This is an optimization exercise on Yosys and OpenROAD, whose aim is small area, a short achievable clock period and few clock cycles, not a production implementation. In this exercise RTL edits were held to simulation tests only and were not proved equivalent to the original.

### flow/config.mk
export PLATFORM = sky130hd
export DESIGN_NAME = cprq_core
export DESIGN_NICKNAME = cprq_core
export VERILOG_FILES = /design/flow/design.v
export SDC_FILE = /design/flow/constraint.sdc
export NUM_CORES = 4
export LEC_CHECK = 0
export CAP_MARGIN = 20
export CORE_MARGIN = 2
export CORE_UTILIZATION = 40
export SLEW_MARGIN = 20
### flow/constraint.sdc
create_clock -name core_clock -period 34.0 [get_ports {clk}]
set_input_delay 6.8000 -clock core_clock [delete_from_list [all_inputs] [get_ports {clk}]]
set_output_delay 6.8000 -clock core_clock [all_outputs]
set_load 0.01 [all_outputs]
### flow/design.v
module cprq_nl (
    input  wire [22:0] n,
    input  wire        odd,
    output wire [5:0]  nz
);
    wire [63:0] t;
    assign t[0] = n > (odd ? 23'd224918 : 23'd228730);
    assign t[1] = n > (odd ? 23'd318527 : 23'd323926);
    assign t[2] = n > (odd ? 23'd390663 : 23'd397284);
    assign t[3] = n > (odd ? 23'd451737 : 23'd459394);
    assign t[4] = n > (odd ? 23'd505776 : 23'd514349);
    assign t[5] = n > (odd ? 23'd554844 : 23'd564248);
    assign t[6] = n > (odd ? 23'd600164 : 23'd610336);
    assign t[7] = n > (odd ? 23'd642533 : 23'd653423);
    assign t[8] = n > (odd ? 23'd682504 : 23'd694072);
    assign t[9] = n > (odd ? 23'd720479 : 23'd732691);
    assign t[10] = n > (odd ? 23'd756762 : 23'd769589);
    assign t[11] = n > (odd ? 23'd791589 : 23'd805006);
    assign t[12] = n > (odd ? 23'd825146 : 23'd839132);
    assign t[13] = n > (odd ? 23'd857586 : 23'd872121);
    assign t[14] = n > (odd ? 23'd889033 : 23'd904102);
    assign t[15] = n > (odd ? 23'd919593 : 23'd935179);
    assign t[16] = n > (odd ? 23'd949353 : 23'd965444);
    assign t[17] = n > (odd ? 23'd978390 : 23'd994973);
    assign t[18] = n > (odd ? 23'd1006768 : 23'd1023832);
    assign t[19] = n > (odd ? 23'd1034545 : 23'd1052079);
    assign t[20] = n > (odd ? 23'd1061769 : 23'd1079765);
    assign t[21] = n > (odd ? 23'd1088486 : 23'd1106935);
    assign t[22] = n > (odd ? 23'd1114735 : 23'd1133629);
    assign t[23] = n > (odd ? 23'd1140550 : 23'd1159881);
    assign t[24] = n > (odd ? 23'd1165962 : 23'd1185724);
    assign t[25] = n > (odd ? 23'd1191001 : 23'd1211187);
    assign t[26] = n > (odd ? 23'd1215692 : 23'd1236297);
    assign t[27] = n > (odd ? 23'd1240057 : 23'd1261075);
    assign t[28] = n > (odd ? 23'd1264120 : 23'd1285546);
    assign t[29] = n > (odd ? 23'd1287899 : 23'd1309728);
    assign t[30] = n > (odd ? 23'd1311412 : 23'd1333639);
    assign t[31] = n > (odd ? 23'd1334676 : 23'd1357297);
    assign t[32] = n > (odd ? 23'd1357706 : 23'd1380718);
    assign t[33] = n > (odd ? 23'd1380517 : 23'd1403915);
    assign t[34] = n > (odd ? 23'd1403121 : 23'd1426903);
    assign t[35] = n > (odd ? 23'd1425532 : 23'd1449693);
    assign t[36] = n > (odd ? 23'd1447759 : 23'd1472298);
    assign t[37] = n > (odd ? 23'd1469815 : 23'd1494728);
    assign t[38] = n > (odd ? 23'd1491709 : 23'd1516992);
    assign t[39] = n > (odd ? 23'd1513450 : 23'd1539102);
    assign t[40] = n > (odd ? 23'd1535046 : 23'd1561064);
    assign t[41] = n > (odd ? 23'd1556506 : 23'd1582887);
    assign t[42] = n > (odd ? 23'd1577835 : 23'd1604578);
    assign t[43] = n > (odd ? 23'd1599040 : 23'd1626143);
    assign t[44] = n > (odd ? 23'd1620127 : 23'd1647587);
    assign t[45] = n > (odd ? 23'd1641099 : 23'd1668914);
    assign t[46] = n > (odd ? 23'd1661958 : 23'd1690127);
    assign t[47] = n > (odd ? 23'd1682706 : 23'd1711226);
    assign t[48] = n > (odd ? 23'd1703339 : 23'd1732210);
    assign t[49] = n > (odd ? 23'd1723853 : 23'd1753071);
    assign t[50] = n > (odd ? 23'd1744234 : 23'd1773797);
    assign t[51] = n > (odd ? 23'd1764460 : 23'd1794366);
    assign t[52] = n > (odd ? 23'd1784489 : 23'd1814735);
    assign t[53] = n > (odd ? 23'd1804247 : 23'd1834827);
    assign t[54] = n > (odd ? 23'd1823578 : 23'd1854486);
    assign t[55] = n > (odd ? 23'd1842133 : 23'd1873355);
    assign t[56] = n > (odd ? 23'd1858887 : 23'd1890394);
    assign t[57] = n > (odd ? 23'd1868868 : 23'd1900544);
    assign t[58] = n > (odd ? 23'd1933312 : 23'd1966080);
    assign t[59] = 1'b0;    
    assign t[60] = 1'b0;    
    assign t[61] = 1'b0;    
    assign t[62] = 1'b0;    
    assign t[63] = 1'b0;    
    wire [5:0] f;
    assign f[5] = t[31];
    reg b4;
    always @(*) begin
        case (f[5:5])
            1'd0: b4 = t[15];
            1'd1: b4 = t[47];
            default: b4 = 1'b0;
        endcase
    end
    assign f[4] = b4;
    reg b3;
    always @(*) begin
        case (f[5:4])
            2'd0: b3 = t[7];
            2'd1: b3 = t[23];
            2'd2: b3 = t[39];
            2'd3: b3 = t[55];
            default: b3 = 1'b0;
        endcase
    end
    assign f[3] = b3;
    reg b2;
    always @(*) begin
        case (f[5:3])
            3'd0: b2 = t[3];
            3'd1: b2 = t[11];
            3'd2: b2 = t[19];
            3'd3: b2 = t[27];
            3'd4: b2 = t[35];
            3'd5: b2 = t[43];
            3'd6: b2 = t[51];
            3'd7: b2 = t[59];
            default: b2 = 1'b0;
        endcase
    end
    assign f[2] = b2;
    reg b1;
    always @(*) begin
        case (f[5:2])
            4'd0: b1 = t[1];
            4'd1: b1 = t[5];
            4'd2: b1 = t[9];
            4'd3: b1 = t[13];
            4'd4: b1 = t[17];
            4'd5: b1 = t[21];
            4'd6: b1 = t[25];
            4'd7: b1 = t[29];
            4'd8: b1 = t[33];
            4'd9: b1 = t[37];
            4'd10: b1 = t[41];
            4'd11: b1 = t[45];
            4'd12: b1 = t[49];
            4'd13: b1 = t[53];
            4'd14: b1 = t[57];
            4'd15: b1 = t[61];
            default: b1 = 1'b0;
        endcase
    end
    assign f[1] = b1;
    reg b0;
    always @(*) begin
        case (f[5:1])
            5'd0: b0 = t[0];
            5'd1: b0 = t[2];
            5'd2: b0 = t[4];
            5'd3: b0 = t[6];
            5'd4: b0 = t[8];
            5'd5: b0 = t[10];
            5'd6: b0 = t[12];
            5'd7: b0 = t[14];
            5'd8: b0 = t[16];
            5'd9: b0 = t[18];
            5'd10: b0 = t[20];
            5'd11: b0 = t[22];
            5'd12: b0 = t[24];
            5'd13: b0 = t[26];
            5'd14: b0 = t[28];
            5'd15: b0 = t[30];
            5'd16: b0 = t[32];
            5'd17: b0 = t[34];
            5'd18: b0 = t[36];
            5'd19: b0 = t[38];
            5'd20: b0 = t[40];
            5'd21: b0 = t[42];
            5'd22: b0 = t[44];
            5'd23: b0 = t[46];
            5'd24: b0 = t[48];
            5'd25: b0 = t[50];
            5'd26: b0 = t[52];
            5'd27: b0 = t[54];
            5'd28: b0 = t[56];
            5'd29: b0 = t[58];
            5'd30: b0 = t[60];
            5'd31: b0 = t[62];
            default: b0 = 1'b0;
        endcase
    end
    assign f[0] = b0;
    wire [5:0] lim = odd ? 6'd57 : 6'd58;
    assign nz = (f > lim) ? 6'd1 : (odd ? 6'd58 - f : 6'd59 - f);
endmodule
module cprq_div3_26 (
    input  wire [25:0] x,
    output wire [25:0] q,
    output wire [1:0] r
);
    function [2:0] step;    
        input [1:0] ri;
        input        b;
        begin
            case ({ri, b})
                3'd0: step = {1'b0, 2'd0};
                3'd1: step = {1'b0, 2'd1};
                3'd2: step = {1'b0, 2'd2};
                3'd3: step = {1'b1, 2'd0};
                3'd4: step = {1'b1, 2'd1};
                3'd5: step = {1'b1, 2'd2};
                default: step = {1'b0, 2'd0};
            endcase
        end
    endfunction
    wire [1:0] rr [0:26];
    assign rr[26] = 2'd0;
    genvar i;
    generate
        for (i = 25; i >= 0; i = i - 1) begin : g_step
            wire [2:0] o = step(rr[i+1], x[i]);
            assign q[i]  = o[2];
            assign rr[i] = o[1:0];
        end
    endgenerate
    assign r = rr[0];
endmodule
module cprq_div15_23 (
    input  wire [22:0] x,
    output wire [22:0] q,
    output wire [3:0] r
);
    function [4:0] step;    
        input [3:0] ri;
        input        b;
        begin
            case ({ri, b})
                5'd0: step = {1'b0, 4'd0};
                5'd1: step = {1'b0, 4'd1};
                5'd2: step = {1'b0, 4'd2};
                5'd3: step = {1'b0, 4'd3};
                5'd4: step = {1'b0, 4'd4};
                5'd5: step = {1'b0, 4'd5};
                5'd6: step = {1'b0, 4'd6};
                5'd7: step = {1'b0, 4'd7};
                5'd8: step = {1'b0, 4'd8};
                5'd9: step = {1'b0, 4'd9};
                5'd10: step = {1'b0, 4'd10};
                5'd11: step = {1'b0, 4'd11};
                5'd12: step = {1'b0, 4'd12};
                5'd13: step = {1'b0, 4'd13};
                5'd14: step = {1'b0, 4'd14};
                5'd15: step = {1'b1, 4'd0};
                5'd16: step = {1'b1, 4'd1};
                5'd17: step = {1'b1, 4'd2};
                5'd18: step = {1'b1, 4'd3};
                5'd19: step = {1'b1, 4'd4};
                5'd20: step = {1'b1, 4'd5};
                5'd21: step = {1'b1, 4'd6};
                5'd22: step = {1'b1, 4'd7};
                5'd23: step = {1'b1, 4'd8};
                5'd24: step = {1'b1, 4'd9};
                5'd25: step = {1'b1, 4'd10};
                5'd26: step = {1'b1, 4'd11};
                5'd27: step = {1'b1, 4'd12};
                5'd28: step = {1'b1, 4'd13};
                5'd29: step = {1'b1, 4'd14};
                default: step = {1'b0, 4'd0};
            endcase
        end
    endfunction
    wire [3:0] rr [0:23];
    assign rr[23] = 4'd0;
    genvar i;
    generate
        for (i = 22; i >= 0; i = i - 1) begin : g_step
            wire [4:0] o = step(rr[i+1], x[i]);
            assign q[i]  = o[4];
            assign rr[i] = o[3:0];
        end
    endgenerate
    assign r = rr[0];
endmodule
module cprq_div45_24 (
    input  wire [23:0] x,
    output wire [23:0] q,
    output wire [5:0] r
);
    function [6:0] step;    
        input [5:0] ri;
        input        b;
        begin
            case ({ri, b})
                7'd0: step = {1'b0, 6'd0};
                7'd1: step = {1'b0, 6'd1};
                7'd2: step = {1'b0, 6'd2};
                7'd3: step = {1'b0, 6'd3};
                7'd4: step = {1'b0, 6'd4};
                7'd5: step = {1'b0, 6'd5};
                7'd6: step = {1'b0, 6'd6};
                7'd7: step = {1'b0, 6'd7};
                7'd8: step = {1'b0, 6'd8};
                7'd9: step = {1'b0, 6'd9};
                7'd10: step = {1'b0, 6'd10};
                7'd11: step = {1'b0, 6'd11};
                7'd12: step = {1'b0, 6'd12};
                7'd13: step = {1'b0, 6'd13};
                7'd14: step = {1'b0, 6'd14};
                7'd15: step = {1'b0, 6'd15};
                7'd16: step = {1'b0, 6'd16};
                7'd17: step = {1'b0, 6'd17};
                7'd18: step = {1'b0, 6'd18};
                7'd19: step = {1'b0, 6'd19};
                7'd20: step = {1'b0, 6'd20};
                7'd21: step = {1'b0, 6'd21};
                7'd22: step = {1'b0, 6'd22};
                7'd23: step = {1'b0, 6'd23};
                7'd24: step = {1'b0, 6'd24};
                7'd25: step = {1'b0, 6'd25};
                7'd26: step = {1'b0, 6'd26};
                7'd27: step = {1'b0, 6'd27};
                7'd28: step = {1'b0, 6'd28};
                7'd29: step = {1'b0, 6'd29};
                7'd30: step = {1'b0, 6'd30};
                7'd31: step = {1'b0, 6'd31};
                7'd32: step = {1'b0, 6'd32};
                7'd33: step = {1'b0, 6'd33};
                7'd34: step = {1'b0, 6'd34};
                7'd35: step = {1'b0, 6'd35};
                7'd36: step = {1'b0, 6'd36};
                7'd37: step = {1'b0, 6'd37};
                7'd38: step = {1'b0, 6'd38};
                7'd39: step = {1'b0, 6'd39};
                7'd40: step = {1'b0, 6'd40};
                7'd41: step = {1'b0, 6'd41};
                7'd42: step = {1'b0, 6'd42};
                7'd43: step = {1'b0, 6'd43};
                7'd44: step = {1'b0, 6'd44};
                7'd45: step = {1'b1, 6'd0};
                7'd46: step = {1'b1, 6'd1};
                7'd47: step = {1'b1, 6'd2};
                7'd48: step = {1'b1, 6'd3};
                7'd49: step = {1'b1, 6'd4};
                7'd50: step = {1'b1, 6'd5};
                7'd51: step = {1'b1, 6'd6};
                7'd52: step = {1'b1, 6'd7};
                7'd53: step = {1'b1, 6'd8};
                7'd54: step = {1'b1, 6'd9};
                7'd55: step = {1'b1, 6'd10};
                7'd56: step = {1'b1, 6'd11};
                7'd57: step = {1'b1, 6'd12};
                7'd58: step = {1'b1, 6'd13};
                7'd59: step = {1'b1, 6'd14};
                7'd60: step = {1'b1, 6'd15};
                7'd61: step = {1'b1, 6'd16};
                7'd62: step = {1'b1, 6'd17};
                7'd63: step = {1'b1, 6'd18};
                7'd64: step = {1'b1, 6'd19};
                7'd65: step = {1'b1, 6'd20};
                7'd66: step = {1'b1, 6'd21};
                7'd67: step = {1'b1, 6'd22};
                7'd68: step = {1'b1, 6'd23};
                7'd69: step = {1'b1, 6'd24};
                7'd70: step = {1'b1, 6'd25};
                7'd71: step = {1'b1, 6'd26};
                7'd72: step = {1'b1, 6'd27};
                7'd73: step = {1'b1, 6'd28};
                7'd74: step = {1'b1, 6'd29};
                7'd75: step = {1'b1, 6'd30};
                7'd76: step = {1'b1, 6'd31};
                7'd77: step = {1'b1, 6'd32};
                7'd78: step = {1'b1, 6'd33};
                7'd79: step = {1'b1, 6'd34};
                7'd80: step = {1'b1, 6'd35};
                7'd81: step = {1'b1, 6'd36};
                7'd82: step = {1'b1, 6'd37};
                7'd83: step = {1'b1, 6'd38};
                7'd84: step = {1'b1, 6'd39};
                7'd85: step = {1'b1, 6'd40};
                7'd86: step = {1'b1, 6'd41};
                7'd87: step = {1'b1, 6'd42};
                7'd88: step = {1'b1, 6'd43};
                7'd89: step = {1'b1, 6'd44};
                default: step = {1'b0, 6'd0};
            endcase
        end
    endfunction
    wire [5:0] rr [0:24];
    assign rr[24] = 6'd0;
    genvar i;
    generate
        for (i = 23; i >= 0; i = i - 1) begin : g_step
            wire [6:0] o = step(rr[i+1], x[i]);
            assign q[i]  = o[6];
            assign rr[i] = o[5:0];
        end
    endgenerate
    assign r = rr[0];
endmodule
module cprq_div45_12 (
    input  wire [11:0] x,
    output wire [11:0] q,
    output wire [5:0] r
);
    function [6:0] step;    
        input [5:0] ri;
        input        b;
        begin
            case ({ri, b})
                7'd0: step = {1'b0, 6'd0};
                7'd1: step = {1'b0, 6'd1};
                7'd2: step = {1'b0, 6'd2};
                7'd3: step = {1'b0, 6'd3};
                7'd4: step = {1'b0, 6'd4};
                7'd5: step = {1'b0, 6'd5};
                7'd6: step = {1'b0, 6'd6};
                7'd7: step = {1'b0, 6'd7};
                7'd8: step = {1'b0, 6'd8};
                7'd9: step = {1'b0, 6'd9};
                7'd10: step = {1'b0, 6'd10};
                7'd11: step = {1'b0, 6'd11};
                7'd12: step = {1'b0, 6'd12};
                7'd13: step = {1'b0, 6'd13};
                7'd14: step = {1'b0, 6'd14};
                7'd15: step = {1'b0, 6'd15};
                7'd16: step = {1'b0, 6'd16};
                7'd17: step = {1'b0, 6'd17};
                7'd18: step = {1'b0, 6'd18};
                7'd19: step = {1'b0, 6'd19};
                7'd20: step = {1'b0, 6'd20};
                7'd21: step = {1'b0, 6'd21};
                7'd22: step = {1'b0, 6'd22};
                7'd23: step = {1'b0, 6'd23};
                7'd24: step = {1'b0, 6'd24};
                7'd25: step = {1'b0, 6'd25};
                7'd26: step = {1'b0, 6'd26};
                7'd27: step = {1'b0, 6'd27};
                7'd28: step = {1'b0, 6'd28};
                7'd29: step = {1'b0, 6'd29};
                7'd30: step = {1'b0, 6'd30};
                7'd31: step = {1'b0, 6'd31};
                7'd32: step = {1'b0, 6'd32};
                7'd33: step = {1'b0, 6'd33};
                7'd34: step = {1'b0, 6'd34};
                7'd35: step = {1'b0, 6'd35};
                7'd36: step = {1'b0, 6'd36};
                7'd37: step = {1'b0, 6'd37};
                7'd38: step = {1'b0, 6'd38};
                7'd39: step = {1'b0, 6'd39};
                7'd40: step = {1'b0, 6'd40};
                7'd41: step = {1'b0, 6'd41};
                7'd42: step = {1'b0, 6'd42};
                7'd43: step = {1'b0, 6'd43};
                7'd44: step = {1'b0, 6'd44};
                7'd45: step = {1'b1, 6'd0};
                7'd46: step = {1'b1, 6'd1};
                7'd47: step = {1'b1, 6'd2};
                7'd48: step = {1'b1, 6'd3};
                7'd49: step = {1'b1, 6'd4};
                7'd50: step = {1'b1, 6'd5};
                7'd51: step = {1'b1, 6'd6};
                7'd52: step = {1'b1, 6'd7};
                7'd53: step = {1'b1, 6'd8};
                7'd54: step = {1'b1, 6'd9};
                7'd55: step = {1'b1, 6'd10};
                7'd56: step = {1'b1, 6'd11};
                7'd57: step = {1'b1, 6'd12};
                7'd58: step = {1'b1, 6'd13};
                7'd59: step = {1'b1, 6'd14};
                7'd60: step = {1'b1, 6'd15};
                7'd61: step = {1'b1, 6'd16};
                7'd62: step = {1'b1, 6'd17};
                7'd63: step = {1'b1, 6'd18};
                7'd64: step = {1'b1, 6'd19};
                7'd65: step = {1'b1, 6'd20};
                7'd66: step = {1'b1, 6'd21};
                7'd67: step = {1'b1, 6'd22};
                7'd68: step = {1'b1, 6'd23};
                7'd69: step = {1'b1, 6'd24};
                7'd70: step = {1'b1, 6'd25};
                7'd71: step = {1'b1, 6'd26};
                7'd72: step = {1'b1, 6'd27};
                7'd73: step = {1'b1, 6'd28};
                7'd74: step = {1'b1, 6'd29};
                7'd75: step = {1'b1, 6'd30};
                7'd76: step = {1'b1, 6'd31};
                7'd77: step = {1'b1, 6'd32};
                7'd78: step = {1'b1, 6'd33};
                7'd79: step = {1'b1, 6'd34};
                7'd80: step = {1'b1, 6'd35};
                7'd81: step = {1'b1, 6'd36};
                7'd82: step = {1'b1, 6'd37};
                7'd83: step = {1'b1, 6'd38};
                7'd84: step = {1'b1, 6'd39};
                7'd85: step = {1'b1, 6'd40};
                7'd86: step = {1'b1, 6'd41};
                7'd87: step = {1'b1, 6'd42};
                7'd88: step = {1'b1, 6'd43};
                7'd89: step = {1'b1, 6'd44};
                default: step = {1'b0, 6'd0};
            endcase
        end
    endfunction
    wire [5:0] rr [0:12];
    assign rr[12] = 6'd0;
    genvar i;
    generate
        for (i = 11; i >= 0; i = i - 1) begin : g_step
            wire [6:0] o = step(rr[i+1], x[i]);
            assign q[i]  = o[6];
            assign rr[i] = o[5:0];
        end
    endgenerate
    assign r = rr[0];
endmodule
module cprq_div25_16 (
    input  wire [15:0] x,
    output wire [15:0] q,
    output wire [4:0] r
);
    function [5:0] step;    
        input [4:0] ri;
        input        b;
        begin
            case ({ri, b})
                6'd0: step = {1'b0, 5'd0};
                6'd1: step = {1'b0, 5'd1};
                6'd2: step = {1'b0, 5'd2};
                6'd3: step = {1'b0, 5'd3};
                6'd4: step = {1'b0, 5'd4};
                6'd5: step = {1'b0, 5'd5};
                6'd6: step = {1'b0, 5'd6};
                6'd7: step = {1'b0, 5'd7};
                6'd8: step = {1'b0, 5'd8};
                6'd9: step = {1'b0, 5'd9};
                6'd10: step = {1'b0, 5'd10};
                6'd11: step = {1'b0, 5'd11};
                6'd12: step = {1'b0, 5'd12};
                6'd13: step = {1'b0, 5'd13};
                6'd14: step = {1'b0, 5'd14};
                6'd15: step = {1'b0, 5'd15};
                6'd16: step = {1'b0, 5'd16};
                6'd17: step = {1'b0, 5'd17};
                6'd18: step = {1'b0, 5'd18};
                6'd19: step = {1'b0, 5'd19};
                6'd20: step = {1'b0, 5'd20};
                6'd21: step = {1'b0, 5'd21};
                6'd22: step = {1'b0, 5'd22};
                6'd23: step = {1'b0, 5'd23};
                6'd24: step = {1'b0, 5'd24};
                6'd25: step = {1'b1, 5'd0};
                6'd26: step = {1'b1, 5'd1};
                6'd27: step = {1'b1, 5'd2};
                6'd28: step = {1'b1, 5'd3};
                6'd29: step = {1'b1, 5'd4};
                6'd30: step = {1'b1, 5'd5};
                6'd31: step = {1'b1, 5'd6};
                6'd32: step = {1'b1, 5'd7};
                6'd33: step = {1'b1, 5'd8};
                6'd34: step = {1'b1, 5'd9};
                6'd35: step = {1'b1, 5'd10};
                6'd36: step = {1'b1, 5'd11};
                6'd37: step = {1'b1, 5'd12};
                6'd38: step = {1'b1, 5'd13};
                6'd39: step = {1'b1, 5'd14};
                6'd40: step = {1'b1, 5'd15};
                6'd41: step = {1'b1, 5'd16};
                6'd42: step = {1'b1, 5'd17};
                6'd43: step = {1'b1, 5'd18};
                6'd44: step = {1'b1, 5'd19};
                6'd45: step = {1'b1, 5'd20};
                6'd46: step = {1'b1, 5'd21};
                6'd47: step = {1'b1, 5'd22};
                6'd48: step = {1'b1, 5'd23};
                6'd49: step = {1'b1, 5'd24};
                default: step = {1'b0, 5'd0};
            endcase
        end
    endfunction
    wire [4:0] rr [0:16];
    assign rr[16] = 5'd0;
    genvar i;
    generate
        for (i = 15; i >= 0; i = i - 1) begin : g_step
            wire [5:0] o = step(rr[i+1], x[i]);
            assign q[i]  = o[5];
            assign rr[i] = o[4:0];
        end
    endgenerate
    assign r = rr[0];
endmodule
module cprq_alt_enc (
    input  wire        present,
    input  wire [31:0] w,
    output wire [11:0] ac
);
    wire signed [24:0] k   = $signed({w[31], w[31:8]}) + 25'sd1012 + $signed({24'd0, w[7]});
    wire               neg = k[24];
    wire               big = (k >= 25'sd51200);
    wire [15:0]        q;
    wire [4:0]         r_unused;
    cprq_div25_16 u_div (.x(k[15:0]), .q(q), .r(r_unused));
    wire [10:0] idx = neg ? 11'd0 : big ? 11'd2047 : q[10:0];
    assign ac = present ? {idx[10:4], 1'b1, idx[3:0]} : 12'h000;
endmodule
module cprq_ss_cmp (
    input  wire [31:0] w,
    output wire        gt
);
    wire [30:0] x = w[30:0] ^ {31{w[31]}};    
    assign gt = (x > 31'd256000) | (w[31] & (x == 31'd256000));
endmodule
module cprq_vel_enc (
    input  wire        present,
    input  wire [31:0] w,
    input  wire        ss,
    output wire [10:0] code
);
    wire [30:0] x   = w[30:0] ^ {31{w[31]}};    
    wire        big = |x[30:20];
    wire [20:0] t   = {1'b0, x[19:0]} + (ss ? 21'd1536 : 21'd384) + {20'd0, w[31]};
    wire        sat = big | (ss ? t[20] : |t[20:18]);
    wire [9:0]  mag = sat ? 10'd1023 : (ss ? t[19:10] : t[17:8]);
    assign code = present ? {w[31], mag} : 11'h000;
endmodule
module cprq_vr_enc (
    input  wire        present,
    input  wire [31:0] w,
    output wire [9:0]  code
);
    wire [30:0] x   = w[30:0] ^ {31{w[31]}};
    wire [24:0] t   = {1'b0, x[23:0]} + 25'd24576 + {24'd0, w[31]};
    wire        sat = (|x[30:24]) | t[24] | t[23];
    wire [8:0]  mag = sat ? 9'd511 : t[22:14];
    assign code = present ? {w[31], mag} : 10'h000;
endmodule
module cprq_lat_even (
    input  wire [31:0] a,
    output wire [23:0] s,
    output wire [8:0]  er
);
    wire [26:0] w  = {a[31], a[31:6]} + 27'd3;         
    wire [25:0] y  = w[26:1];                           
    wire [25:0] yb = y + 26'h1800000;                   
    wire [25:0] q;
    wire [1:0]  r;
    cprq_div3_26 u_div (.x(yb), .q(q), .r(r));
    assign s  = {~q[23], q[22:0]};                      
    assign er = {r, w[0], a[5:0]};                      
endmodule
module cprq_lat_odd (
    input  wire [23:0] se,
    input  wire [8:0]  er,
    output wire [23:0] so
);
    wire [22:0] zb = {se[23], se[23:2]} + 23'h3C0000;   
    wire [22:0] q;
    wire [3:0]  r;
    cprq_div15_23 u_div (.x(zb), .q(q), .r(r));
    wire [5:0]  h   = {r, se[1:0]};
    wire [14:0] lhs = {h, 9'd0} - {2'd0, h, 7'd0};      
    wire [14:0] rhs = {er, 6'd0} - {4'd0, er, 2'd0} - {6'd0, er} + 15'd192;
    wire        t   = lhs > rhs;
    assign so = se - {1'b0, q} + 24'h040000 - {23'd0, t};
endmodule
module cprq_lon (
    input  wire [5:0]  nz,
    input  wire [16:0] bh,       
    input  wire [5:0]  r45,
    input  wire [8:0]  b9,
    output wire [16:0] xz
);
    wire [16:0] p1 = nz * bh;
    wire [14:0] p2 = nz * b9 + 15'd256;
    wire [11:0] sm = nz * r45 + 12'd22 + {9'd0, p2[14:9]};
    wire [11:0] c;
    wire [5:0]  r_unused;
    cprq_div45_12 u_div (.x(sm), .q(c), .r(r_unused));
    assign xz = p1 + {11'd0, c[5:0]};
endmodule
module cprq_bsplit (
    input  wire [31:0] b,
    output wire [16:0] bh,
    output wire [5:0]  r45
);
    wire [5:0]  top = {b[31], b[31:27]} + 6'd45;        
    wire [23:0] xbu = {top, b[26:9]};
    wire [23:0] q;
    cprq_div45_24 u_div (.x(xbu), .q(q), .r(r45));
    assign bh = q[16:0];
endmodule
module cprq_core (
    input  wire         clk,
    input  wire         rst,             
    input  wire         cmd_valid,
    output reg          cmd_ready,
    input  wire [31:0]  cmd_hdr,
    input  wire [31:0]  cmd_addr,
    input  wire [31:0]  cmd_a,
    input  wire [31:0]  cmd_b,
    input  wire [31:0]  cmd_c,
    output reg          rsp_valid,
    input  wire         rsp_ready,
    output reg  [1:0]   rsp_status,
    output reg          rsp_f0v,
    output reg          rsp_f1v,
    output reg  [111:0] rsp_frame0,
    output reg  [111:0] rsp_frame1,
    output reg          crc_req_valid,
    input  wire         crc_req_ready,
    output reg  [87:0]  crc_req_msg,
    input  wire         crc_rsp_valid,
    output reg          crc_rsp_ready,
    input  wire [23:0]  crc_rsp_val
);
    localparam [1:0] OP_MKPOS = 2'b01,
                     OP_MKALT = 2'b10,
                     OP_MKVEL = 2'b11;
    localparam [4:0] TYPE_ALT = 5'd0,
                     TYPE_POS = 5'd17,
                     TYPE_VEL = 5'd19;
    localparam [2:0] P0 = 3'd0, P1 = 3'd1, P2 = 3'd2, P3 = 3'd3, P4 = 3'd4;
    reg [2:0]  ph;
    reg [6:0]  c_hdr;
    reg [23:0] c_addr;
    reg [31:0] c_a, c_b, c_c;
    reg [23:0] s_lat;       
    reg [5:0]  nz;
    reg        m_wait;      
    reg        m_slot;      
    reg        m_last;      
    reg [33:0] pend;        
    reg        pend_v;
    wire [1:0] op      = c_hdr[1:0];
    wire [1:0] variant = c_hdr[3:2];
    wire       pa      = c_hdr[4];
    wire       pb      = c_hdr[5];
    wire       pc      = c_hdr[6];
    wire       is_err  = (op == 2'b00) || (variant == 2'b11);
    wire       is_pos  = (op == OP_MKPOS) && (variant != 2'b11);
    wire [7:0] fb      = (variant == 2'b01) ? 8'h95 : 8'h92;
    wire       imf     = (variant == 2'b10);
    wire [11:0] ac;
    wire        ss, ss_a, ss_b;
    wire [10:0] ens, eew;
    wire [9:0]  evr;
    cprq_alt_enc u_alt (.present(pc), .w(c_c), .ac(ac));
    cprq_ss_cmp  u_ssa (.w(c_a), .gt(ss_a));
    cprq_ss_cmp  u_ssb (.w(c_b), .gt(ss_b));
    assign ss = (pa & ss_a) | (pb & ss_b);
    cprq_vel_enc u_ns  (.present(pa), .w(c_a), .ss(ss), .code(ens));
    cprq_vel_enc u_ew  (.present(pb), .w(c_b), .ss(ss), .code(eew));
    cprq_vr_enc  u_vr  (.present(pc), .w(c_c), .code(evr));
    wire [23:0] se_w;
    wire [8:0]  er_w;
    cprq_lat_even u_late (.a(c_a), .s(se_w), .er(er_w));
    wire [23:0] so_w;
    cprq_lat_odd u_lato (.se(s_lat), .er(c_a[8:0]), .so(so_w));
    wire [16:0] bh_w;
    wire [5:0]  r45_w;
    cprq_bsplit u_bs (.b(c_b), .bh(bh_w), .r45(r45_w));
    wire        nl_odd = (ph == P3);
    wire [23:0] nl_s   = nl_odd ? c_a[23:0] : s_lat;
    wire [22:0] nl_n   = nl_s[23] ? (~nl_s[22:0] + 23'd1) : nl_s[22:0];
    wire [5:0]  nz_w;
    cprq_nl u_nl (.n(nl_n), .odd(nl_odd), .nz(nz_w));
    wire [16:0] xz_w;
    cprq_lon u_lon (.nz(nz), .bh(c_b[31:15]), .r45(c_b[14:9]), .b9(c_b[8:0]), .xz(xz_w));
    wire [31:0] head   = {fb, c_addr};
    wire [55:0] me_pos = {TYPE_POS, 2'b00, imf, ac, 1'b0, 1'b0, s_lat[16:0], xz_w};
    wire [55:0] me_alt = {TYPE_ALT, 2'b00, imf, ac, 1'b0, 1'b0, 34'd0};
    wire [2:0]  st     = ss ? 3'd2 : 3'd1;
    wire [55:0] me_vel = {TYPE_VEL, st, imf, 4'b0000, eew, ens, 1'b1, evr, 2'b00, 8'h00};
    wire [87:0] first_msg = {head, is_pos ? me_pos : (op == OP_MKALT) ? me_alt : me_vel};
    wire ans       = m_wait && crc_rsp_valid && crc_rsp_ready;
    wire msg_free  = !(crc_req_valid || m_wait) || ans;
    wire odd_load  = ans && !m_slot && !m_last;
    wire first_rdy = ((ph == P3) && is_pos) || ((ph == P1) && !is_pos && !is_err);
    wire first_load = first_rdy && msg_free && !pend_v;
    wire err_done  = (ph == P1) && is_err && !crc_req_valid && !m_wait && !pend_v && !rsp_valid;
    wire rsp_take  = rsp_valid && rsp_ready;
    reg [2:0] ph_n;
    always @(*) begin
        ph_n = ph;
        case (ph)
            P0: ph_n = P0;
            P1: if (is_pos) ph_n = P2;
                else if (first_load || err_done) ph_n = P0;
            P2: ph_n = P3;
            P3: if (first_load) ph_n = P4;
            P4: ph_n = P0;
            default: ph_n = P0;
        endcase
        if ((ph_n == P0) && cmd_valid && cmd_ready)
            ph_n = P1;
    end
    always @(posedge clk) begin
        if (rst) begin
            ph            <= P0;
            cmd_ready     <= 1'b0;
            crc_req_valid <= 1'b0;
            m_wait        <= 1'b0;
            pend_v        <= 1'b0;
            rsp_valid     <= 1'b0;
            crc_rsp_ready <= 1'b0;
        end else begin
            ph        <= ph_n;
            cmd_ready <= (ph_n == P0) || (ph_n == P4);
            if (crc_req_valid && crc_req_ready) begin
                crc_req_valid <= 1'b0;
                m_wait        <= 1'b1;
            end
            if (ans)
                m_wait <= 1'b0;
            if (odd_load || first_load)
                crc_req_valid <= 1'b1;
            if (odd_load)
                pend_v <= 1'b0;
            if (ph == P4)
                pend_v <= 1'b1;
            if (rsp_take)
                rsp_valid <= 1'b0;
            if ((ans && m_last) || err_done)
                rsp_valid <= 1'b1;
            crc_rsp_ready <= !(((ans && m_last) || err_done) || (rsp_valid && !rsp_take));
        end
        if (cmd_valid && cmd_ready && (ph_n == P1)) begin
            c_hdr  <= cmd_hdr[6:0];
            c_addr <= cmd_addr[23:0];
            c_a    <= cmd_a;
            c_b    <= cmd_b;
            c_c    <= cmd_c;
        end else begin
            if (ph == P1 && is_pos) begin
                s_lat    <= se_w;
                c_a[8:0] <= er_w;
                c_b      <= {bh_w, r45_w, c_b[8:0]};
            end
            if (ph == P2) begin
                nz        <= nz_w;
                c_a[23:0] <= so_w;
            end
            if (ph == P3 && first_load)
                nz <= nz_w;
        end
        if (ph == P4)
            pend <= {c_a[16:0], xz_w};
        if (first_load) begin
            crc_req_msg <= first_msg;
            m_slot      <= 1'b0;
            m_last      <= !is_pos;
        end else if (odd_load) begin
            crc_req_msg[34:0] <= {1'b1, pend};
            m_slot            <= 1'b1;
            m_last            <= 1'b1;
        end
        if (ans) begin
            if (m_slot) begin
                rsp_frame1 <= {crc_req_msg, crc_rsp_val};
                rsp_f1v    <= 1'b1;
            end else begin
                rsp_frame0 <= {crc_req_msg, crc_rsp_val};
                rsp_f0v    <= 1'b1;
                rsp_frame1 <= 112'd0;
                rsp_f1v    <= 1'b0;
            end
            rsp_status <= 2'b00;
        end
        if (err_done) begin
            rsp_frame0 <= 112'd0;
            rsp_frame1 <= 112'd0;
            rsp_f0v    <= 1'b0;
            rsp_f1v    <= 1'b0;
            rsp_status <= (op == 2'b00) ? 2'b10 : 2'b01;
        end
    end
endmodule
### flow/run.sh
#!/bin/bash
# synth_recipe.tcl (not shown) runs the flow's synth.tcl, then flattens the netlist and writes it again
# the make line also repeats each setting of config.mk as NAME=value (left out here)
make -C /OpenROAD-flow-scripts/flow DESIGN_CONFIG=/design/flow/config.mk WORK_HOME=/design/flow/orfs CLKGATE_MAP_FILE= SYNTH_SCRIPT=/design/flow/synth_recipe.tcl finish
==> summary.txt, run 1 <==
Gr ovfl total -> 0
Post-CTS resize count -> 0
Final min period -> 27,610 ps
TritonRoute pass-1 iters -> 6
Cell count after synthesis -> 7,444
Reg-to-reg endpoint -> c_a[22]
Startpoint types -> register
Worst-Skew Late Latency -> 700 ps
Commonest non-fill, non-tap cell in the layout -> nand2_1
Worst R2R Path Depth -> 112
Final #Nets -> 8,502
Sequential element share of the synthesized area -> 0.219
DIE WIDTH -> 381 um
Final hold vios -> 0
CP max FO -> 11
HPWL after detailed placement -> 177,000 um
Post-DRT Antenna Nets -> 0
Final worst-path cycle share -> 0.812
DRC -> 0
Critical path type -> register to register
Clk_skew -> 61.6 ps
Largest net degree at the start of global routing -> 90
Die Y -> 381 um
Flop2flop setup slack -> 6390 ps
Yosys top cell by area -> edfxtp_1
Total die area -> 145,000 um2
Master of the slowest instance on the critical path -> a2111oi_0
First-pass GRT wire length -> 345,000 um
Vias per cell -> 6.13
CTS sink cnt -> 488
Share of cells above drive strength 1 -> 0.0613
Max-Cap Viols -> 0
#FFs+latches synth -> 488
Total core area -> 141,000 um2
Post-CTS Hold Fix Bufs -> 0
Worst min path class -> register to register
Worst Path Arrival -> 27,980 ps
Synth warnings -> 7
Cell repeated most along the worst path -> ha_1
Clock transition at the registers of the reported paths -> 60 ps
Slew HR -> 0.121
Top Ports -> 510
Row Count -> 138
Post-CTS setup repair buffer count -> 0
DR iter-0 viols -> 5,726
CP Depth -> 112
Fin. max-slew vios -> 0
Ys async rst share -> 0
H-tree depth -> 2
Initial antenna violation count -> 12
CTS tree -> done
Leading post-synthesis cells by cell area -> edfxtp_1 (14%), ha_1 (12%), dfxtp_1 (7.6%)
Main synth FF type -> edfxtp_1
RSZ-0062 raised after global routing -> no
Worst R2R Start -> s_lat[21]
Gpl congestion -> 1.05
Initial Util -> 0.403
Area grow syn2layout -> 14.2%
CP endpoint kind -> register
Syn Area/Cell -> 7.65 um2
Commonest non-fill, non-tap cells in the layout -> nand2_1 (984), a21oi_1 (721), nor2_1 (593), ha_1 (544), inv_1 (466)
Outcome -> no timing/DRC/antenna violations
Max Freq -> 36.2 MHz
Count of cell types in the netlist -> 145
Finished Core Util -> 0.460
Final Setup Violations -> 0
Synth top area share -> 0.143
Wire length per cell -> 24.0 um
Post-Syn Area -> 56,900 um2
DP Worst Slack -> 6620 ps
Critical path buffers and inverters -> 12
Crit path capture -> c_a[22]
Tightest Pin Transition -> 1310 ps
Critical Path Source -> s_lat[21]
Via count of the first global-routing pass -> 54,500
Final TNS setup -> 0 ps
IO buf count -> 456
Crit path largest cell delay -> 990 ps
Post-synth EDFFs -> 272
TritonCTS Buffers -> 57
Critical Path RT -> 34,370 ps
CP top delay family -> compound AO/OA/AOI/OAI gates
GRT Overall Usage -> 0.302
Worst Slack Setup Final -> 6390 ps
Routed WL -> 230,000 um
Root buffer cell -> clkbuf_16
FILL cells -> 14,100
Max Root-Sink Buffers -> 3
Via Count -> 58,800
-- metal layers --
layer,global-route usage,part of all wire,vias up
li1,-,-,27400
met1,0.404,0.43,28600
met2,0.494,0.45,2388
met3,0.0387,0.071,489
met4,0.119,0.046,4
met5,0,0.00012,-
-- state kept, by name, indices dropped and copies added, names as in the netlist --
signal	cells
c_hdr	7
rsp_valid	1
pend_v	1
pend	34
c_addr	24
crc_req_msg	78
rsp_status	2
c_b	32
cmd_ready	1
c_c	32
rsp_frame1	103
crc_rsp_ready	1
m_wait	1
nz	6
m_last	1
s_lat	24
crc_req_valid	1
m_slot	1
rsp_frame0	103
c_a	32
ph	3
-- per-stage QoR --
stage,area [um2],hold slack [ps],std cells
after floorplan,57000,400,7462
after global placement,63100,401,9482
after detailed placement,63100,405,9483
after CTS,65000,420,9590
after global routing,65000,424,9596
final,65000,420,9599
-- logic make-up after synthesis --
group           Yosys count  share of synthesized area
simple gates           2704                      0.222
mux                     132                     0.0262
xor+xnor                226                     0.0350
buf+inv                 937                     0.0667
other cells               2                   0.000132
compound gates         2299                      0.271
fa+ha+maj               656                      0.159
flops                   488                      0.219
-- worst min path at each step --
stage          startpoint              end  slack, ps  cells after the start
2_1_floorplan   c_addr[0]  crc_req_msg[56]        400                      0
3_3_place_gp   c_addr[21]  crc_req_msg[77]        400                      0
3_5_place_dp   c_addr[21]  crc_req_msg[77]        410                      0
4_1_cts        c_addr[21]  crc_req_msg[77]        420                      0
5_1_grt        c_addr[19]  crc_req_msg[75]        420                      0
6_report        c_addr[2]  crc_req_msg[58]        420                      0
-- cell usage after synthesis, types with 25 or more instances --
cell type  instances
xnor2_1          157
buf_1             39
buf_4             39
dfxtp_1          216
nor3_1           183
and2_1           135
o22ai_1           56
a21o_1            58
nor2_1           594
o31a_1            28
nand3_1          289
a221oi_1          28
o211ai_1          78
and3_1            43
or3_1             36
ha_1             544
o21ai_0          447
o31ai_1           52
o21bai_1          48
inv_1            469
a211oi_1          80
o21a_1            71
nand4_1           91
nor2b_1           45
mux2i_1           94
nand2_1          986
a211o_1           30
nor4_1            79
a31oi_1           92
edfxtp_1         272
xor2_1            67
o21ai_1           37
nand2b_1          74
or2_2             28
a22o_1            40
a21oi_1          724
mux2_2            25
clkbuf_1         320
buf_2             37
fa_1             112
-- final cells by class --
class	count	area, um2	area share
flip-flops and latches	488	12500	0.192
clock inverters	30	279	0.00429
repair buffers	582	5530	0.0851
multi-input cells	6037	40900	0.629
inverters	490	1850	0.0284
clock buffers	77	1600	0.0247
diodes	5	12.5	0.000192
well taps	1890	2360	0.0364
Testbench counts, summed over its fixed seeds: cycles 5,582.
==> inputs of run 2 (changes only) <==
--- a/flow/design.v
+++ b/flow/design.v
@@ -682,7 +682,7 @@
     output reg          rsp_f0v,
     output reg          rsp_f1v,
     output reg  [111:0] rsp_frame0,
-    output reg  [111:0] rsp_frame1,
+    output wire [111:0] rsp_frame1,
     output reg          crc_req_valid,
     input  wire         crc_req_ready,
     output reg  [87:0]  crc_req_msg,
@@ -706,8 +706,12 @@
     reg        m_wait;      
     reg        m_slot;      
     reg        m_last;      
-    reg [33:0] pend;        
-    reg        pend_v;
+    reg [87:0] nmsg;        
+    reg        n_v;
+    reg        n_slot;
+    reg        n_last;
+    reg [58:0] f1_lo;       
+    assign rsp_frame1 = {rsp_frame0[111:59] & {53{rsp_f1v}}, f1_lo};
     wire [1:0] op      = c_hdr[1:0];
     wire [1:0] variant = c_hdr[3:2];
     wire       pa      = c_hdr[4];
@@ -751,21 +755,27 @@
     wire [87:0] first_msg = {head, is_pos ? me_pos : (op == OP_MKALT) ? me_alt : me_vel};
     wire ans       = m_wait && crc_rsp_valid && crc_rsp_ready;
     wire msg_free  = !(crc_req_valid || m_wait) || ans;
-    wire odd_load  = ans && !m_slot && !m_last;
-    wire first_rdy = ((ph == P3) && is_pos) || ((ph == P1) && !is_pos && !is_err);
-    wire first_load = first_rdy && msg_free && !pend_v;
-    wire err_done  = (ph == P1) && is_err && !crc_req_valid && !m_wait && !pend_v && !rsp_valid;
+    wire n_to_m    = n_v && msg_free;                        
+    wire n_free    = !n_v || n_to_m;
+    wire short_rdy = (ph == P1) && !is_pos && !is_err;       
+    wire pos_rdy   = (ph == P3);                             
+    wire c_to_m    = (short_rdy || pos_rdy) && msg_free && !n_v;
+    wire c_to_n    = short_rdy && !c_to_m && n_free;
+    wire odd_to_n  = (ph == P4) && n_free;
+    wire err_done  = (ph == P1) && is_err && !crc_req_valid && !m_wait && !n_v && !rsp_valid;
     wire rsp_take  = rsp_valid && rsp_ready;
+    wire last_ans  = ans && m_last;
+    wire n_v_n     = (c_to_n || odd_to_n) || (n_v && !n_to_m);
     reg [2:0] ph_n;
     always @(*) begin
         ph_n = ph;
         case (ph)
             P0: ph_n = P0;
             P1: if (is_pos) ph_n = P2;
-                else if (first_load || err_done) ph_n = P0;
+                else if (c_to_m || c_to_n || err_done) ph_n = P0;
             P2: ph_n = P3;
-            P3: if (first_load) ph_n = P4;
-            P4: ph_n = P0;
+            P3: if (c_to_m) ph_n = P4;
+            P4: if (odd_to_n) ph_n = P0;
             default: ph_n = P0;
         endcase
         if ((ph_n == P0) && cmd_valid && cmd_ready)
@@ -777,29 +787,26 @@
             cmd_ready     <= 1'b0;
             crc_req_valid <= 1'b0;
             m_wait        <= 1'b0;
-            pend_v        <= 1'b0;
+            n_v           <= 1'b0;
             rsp_valid     <= 1'b0;
             crc_rsp_ready <= 1'b0;
         end else begin
             ph        <= ph_n;
-            cmd_ready <= (ph_n == P0) || (ph_n == P4);
+            cmd_ready <= (ph_n == P0) || ((ph_n == P4) && !n_v_n);
             if (crc_req_valid && crc_req_ready) begin
                 crc_req_valid <= 1'b0;
                 m_wait        <= 1'b1;
             end
             if (ans)
                 m_wait <= 1'b0;
-            if (odd_load || first_load)
+            if (n_to_m || c_to_m)
                 crc_req_valid <= 1'b1;
-            if (odd_load)
-                pend_v <= 1'b0;
-            if (ph == P4)
-                pend_v <= 1'b1;
+            n_v <= n_v_n;
             if (rsp_take)
                 rsp_valid <= 1'b0;
-            if ((ans && m_last) || err_done)
+            if (last_ans || err_done)
                 rsp_valid <= 1'b1;
-            crc_rsp_ready <= !(((ans && m_last) || err_done) || (rsp_valid && !rsp_take));
+            crc_rsp_ready <= !((last_ans || err_done) || (rsp_valid && !rsp_take));
         end
         if (cmd_valid && cmd_ready && (ph_n == P1)) begin
             c_hdr  <= cmd_hdr[6:0];
@@ -817,35 +824,42 @@
                 nz        <= nz_w;
                 c_a[23:0] <= so_w;
             end
-            if (ph == P3 && first_load)
+            if (ph == P3 && c_to_m)
                 nz <= nz_w;
         end
-        if (ph == P4)
-            pend <= {c_a[16:0], xz_w};
-        if (first_load) begin
+        if (odd_to_n) begin
+            nmsg   <= {crc_req_msg[87:35], 1'b1, c_a[16:0], xz_w};
+            n_slot <= 1'b1;
+            n_last <= 1'b1;
+        end else if (c_to_n) begin
+            nmsg   <= first_msg;
+            n_slot <= 1'b0;
+            n_last <= 1'b1;
+        end
+        if (n_to_m) begin
+            crc_req_msg <= nmsg;
+            m_slot      <= n_slot;
+            m_last      <= n_last;
+        end else if (c_to_m) begin
             crc_req_msg <= first_msg;
             m_slot      <= 1'b0;
             m_last      <= !is_pos;
-        end else if (odd_load) begin
-            crc_req_msg[34:0] <= {1'b1, pend};
-            m_slot            <= 1'b1;
-            m_last            <= 1'b1;
         end
         if (ans) begin
             if (m_slot) begin
-                rsp_frame1 <= {crc_req_msg, crc_rsp_val};
-                rsp_f1v    <= 1'b1;
+                f1_lo   <= {crc_req_msg[34:0], crc_rsp_val};
+                rsp_f1v <= 1'b1;
             end else begin
                 rsp_frame0 <= {crc_req_msg, crc_rsp_val};
                 rsp_f0v    <= 1'b1;
-                rsp_frame1 <= 112'd0;
+                f1_lo      <= 59'd0;
                 rsp_f1v    <= 1'b0;
             end
             rsp_status <= 2'b00;
         end
         if (err_done) begin
             rsp_frame0 <= 112'd0;
-            rsp_frame1 <= 112'd0;
+            f1_lo      <= 59'd0;
             rsp_f0v    <= 1'b0;
             rsp_f1v    <= 1'b0;
             rsp_status <= (op == 2'b00) ? 2'b10 : 2'b01;
==> flow/flow/run.sh (new file) <==
#!/bin/bash
# Own layout flow: the standard flow (standard.sh) with
#  - synthesis through flow/synth.tcl: the standard flow's script, but ABC maps with an
#    area-recovering script at a realistic delay target; no full-adder
#    extraction and yosys's own carry-lookahead mapping (registers unchanged);
#  - timing repair aiming below the 34 ns constraint (SETUP_SLACK_MARGIN),
#    so that the achieved period is short. The SDC is the standard flow's, unchanged.
# Every tool's output goes to the ORFS logs under orfs/logs; make's own
# output goes to flow_make.log in this folder.
set -euo pipefail
W=$PWD
export FLOW_ABC_DELAY_PS=6000
bash standard.sh \
  SYNTH_SCRIPT=$W/flow/synth.tcl \
  ADDER_MAP_FILE= \
  SYNTH_OPERATIONS_ARGS=-nofsm \
  SETUP_SLACK_MARGIN=21 \
  finish > $W/flow_make.log 2>&1
==> flow/flow/synth.tcl (new file) <==
# The standard flow's synthesis script (synth_recipe.tcl) with one change: ABC maps with
# yosys's own area-recovering script at a realistic delay target instead of
# ORFS's fixed minimum-delay script. Registers are mapped before ABC, exactly
# as in the standard synthesis.
proc synth {args} { yosys synth -nofsm -noshare {*}$args }
proc abc {args} {
  set out {}
  set skip 0
  foreach a $args {
    if {$skip} { set skip 0; continue }
    if {$a eq "-script" || $a eq "-D"} { set skip 1; continue }
    lappend out $a
  }
  yosys abc {*}$out -D $::env(FLOW_ABC_DELAY_PS)
}
source $::env(SCRIPTS_DIR)/synth.tcl
# left out here: clear keep_hierarchy, flatten, clean up, hide names made inside functions, write 1_2_yosys.v
==> flow/standard.sh (new file) <==
#!/bin/bash
# synth_recipe.tcl (not shown) runs the flow's synth.tcl, then flattens the netlist and writes it again
# the make line also repeats each setting of config.mk as NAME=value (left out here)
make -C /OpenROAD-flow-scripts/flow DESIGN_CONFIG=/design/flow/config.mk WORK_HOME=/design/flow/orfs CLKGATE_MAP_FILE= SYNTH_SCRIPT=/design/flow/synth_recipe.tcl "${@:-finish}"
removed: flow/run.sh
==> run 2 against run 1 <==
  * Cell count shrank 11%
  * First-iteration DRC count shrank 4.7%
  * Core utilization grew 9.6 points
  * Die area shrank 19%
  * Sequential share of layout area grew 2.5 points
  * Via count shrank 9.7%
  * Critical path depth shrank 51
  * Worst hold slack gained 45 ps
  * Sequential cell count grew 32
==> summary.txt, run 2 <==
Wire length per cell -> 26.5 um
#FFs+latches synth -> 520
DRC -> 0
Via Count -> 53,100
Placed Area -> 53,600 um2
Metal3 WL -> 19,200 um
Master of the slowest instance on the critical path -> or4_4
GRT Overall Usage -> 0.360
Final std cells w/o fill -> 8,577
Outcome -> no timing/DRC/antenna violations
Post-synth top cells -> nor2_1 (902), nand2_1 (888), o21ai_0 (405)
Crit path largest cell delay -> 570 ps
Row Count -> 124
Main combinational cell family by area after synthesis -> simple AND/OR/NAND/NOR gates
Post-Synth Adder-Cell Area -> 0.0148
Gpl congestion -> 1.11
Vias per cell -> 6.19
Most numerous cell in the Yosys netlist -> nor2_1
Mux cell area share after synthesis -> 0.0107
Syn Area/Cell -> 7.48 um2
Worst min path class -> register to register
Register area -> 13,800 um2
Final instance area -> 63,500 um2
Die Y -> 343 um
Count of cell types in the netlist -> 131
Final worst-path cycle share -> 0.468
Post-Synth XOR/XNOR Area -> 0.106
Top Layer Used -> met5
Synth warnings -> 7
Synthesized-area fraction occupied by and/or/nand/nor cells -> 0.288
Yosys top cell by area -> edfxtp_1
Synth Area in Compound Gates -> 0.247
DIE WIDTH -> 343 um
FILL cells -> 10,500
Total core area -> 114,000 um2
Initial antenna violation count -> 17
Post-DRT Antenna Nets -> 0
Final hold vios -> 0
Finished Core Util -> 0.556
Total die area -> 118,000 um2
DR iter-0 viols -> 5,457
Multi-input gate area -> 35,600 um2
Final TNS setup -> 0 ps
Slew HR -> 0.160
TritonRoute pass-1 iters -> 7
RSZ-0062 raised after global routing -> yes
Area grow syn2layout -> 37.9%
Initial Util -> 0.403
Top Ports -> 510
H-tree depth -> 2
Post-CTS Hold Fix Bufs -> 0
Gr ovfl total -> 0
Clock transition at the registers of the reported paths -> 60 ps
Max Root-Sink Buffers -> 3
DP Worst Slack -> 16,860 ps
Routed WL -> 227,000 um
Final min period -> 15,930 ps
Met1 wire length -> 91,000 um
Max Freq -> 62.8 MHz
Cell repeated most along the worst path -> maj3_2
Via count of the first global-routing pass -> 48,200
Worst hold slack -> 464 ps
Placed cells -> 7,974
Post-synth EDFFs -> 336
Max reg flops -> 112
Cell count after synthesis -> 6,153
CP max FO -> 7
CP endpoint kind -> register
Sequential element share of the synthesized area -> 0.299
Critical path type -> register to register
Final Setup Violations -> 0
Max-Cap Viols -> 0
Synth top area share -> 0.219
CTS tree -> done
Leading post-synthesis cells by cell area -> edfxtp_1 (22%), dfxtp_1 (8.0%), nor2_1 (7.4%)
Commonest non-fill, non-tap cells in the layout -> nand2_1 (857), nor2_1 (843), buf_4 (535), clkdlybuf4s50_1 (476), edfxtp_1 (336)
Commonest non-fill, non-tap cell in the layout -> nand2_1
Worst Slack Setup Final -> 18,070 ps
Post-Syn Area -> 46,000 um2
Worst Path Arrival -> 16,350 ps
Clk_skew -> 43.0 ps
Reg with most FFs -> rsp_frame0
CTS sink cnt -> 520
HPWL after detailed placement -> 166,000 um
Fin. max-slew vios -> 0
Startpoint types -> register
Largest net degree at the start of global routing -> 83
Root buffer cell -> clkbuf_16
Largest registers -> rsp_frame0: 112 flops, crc_req_msg: 88 flops, nmsg: 88 flops
Share of cells above drive strength 1 -> 0.208
TritonCTS Buffers -> 60
First-pass GRT wire length -> 319,000 um
Met2 wire len -> 104,000 um
Main synth FF type -> edfxtp_1
Tightest Pin Transition -> 1250 ps
Worst-Skew Late Latency -> 690 ps
Final #Nets -> 7,197
Ys async rst share -> 0
Critical Path RT -> 34,420 ps
IO buf count -> 476
[run 2: area by class of cell]
| cell class | instances | area share |
|---|---|---|
| Antenna cell | 9 | 0.000355 |
| Clock buffer | 90 | 0.0269 |
| Clock inverter | 21 | 0.00382 |
| Inverter | 94 | 0.00568 |
| Multi-Input combinational cell | 5243 | 0.560 |
| Sequential cell | 520 | 0.217 |
| Tap cell | 1512 | 0.0298 |
| Timing Repair Buffer | 1088 | 0.156 |
[run 2: metal layers]
layer	track usage	vias up
met5	0.000401	-
met4	0.174	6
met3	0.0569	595
met2	0.585	2737
met1	0.466	25600
li1	-	24200
[run 2: critical path, delay by kind of cell, from the launching register on]
kind                     cells  cell delay [ps]
flip-flops                   1              460
AO/OA/AOI/OAI               32             7100
multiplexers                 2              590
XOR/XNOR                     1              160
AND/OR/NAND/NOR             16             4350
buffers and inverters        2              360
adder cells (fa/ha/maj)      8             2630
[run 2: repair_timing]
action | 4_1_cts | 5_1_grt
endpoints found under the hold margin | 0 | 0
gates cloned | 7 | 2
endpoints found under the setup margin | 70 | 60
pin swaps | 272 | 273
buffers inserted | 319 | 154
gates resized for setup | 445 | 371
[run 2: cells by family (layout without fill, tap and decap cells)]
family / Yosys count / in the layout
multiplexers: 48 / 48
AND/OR/NAND/NOR: 2886 / 2886
buffers and inverters: 391 / 1293
AO/OA/AOI/OAI: 1712 / 1713
adder cells (fa/ha/maj): 67 / 67
XOR/XNOR: 529 / 529
flip-flops: 520 / 520
other: 0 / 9
[run 2: path summary, 6_finish.rpt]
kind / from / endpoint / slack [ps] / cells past startpoint
hold / removal: n_slot / n_slot / 460 / 2
setup reg to reg: s_lat[21] / c_a[23] / 18070 / 61
hold reg to reg: n_slot / n_slot / 460 / 2
setup / recovery: s_lat[21] / c_a[23] / 18070 / 61
Testbench counts of run 2, summed over its fixed seeds: cycles 4,802.

what the ideal ports hide:
No port has a modelled driver above. Below, the same layouts with a new extraction and two added sets of constraints. Step 1 assumes that a clkbuf_16 drives the clock port and a buf_2 every other input. Step 2 adds t to the input delays and takes it off the output delays; t is the mean of the earliest and latest rising clock arrival at the registers after step 1. Input paths then give back, and output paths get back, about the clock's delay inside the block. Three values: ideal ports, drivers, drivers and shift; two values: the first two.
run	t (ns)	setup slack, ns	latest minus earliest clock arrival (ns)	cell pins on the clock port's net
run 1	0.757	6.389 / 6.389 / 6.389	0.064 / 0.064	1
run 2	0.746	18.072 / 18.072 / 18.072	0.046 / 0.045	1
After both steps every run listed still meets setup and hold.
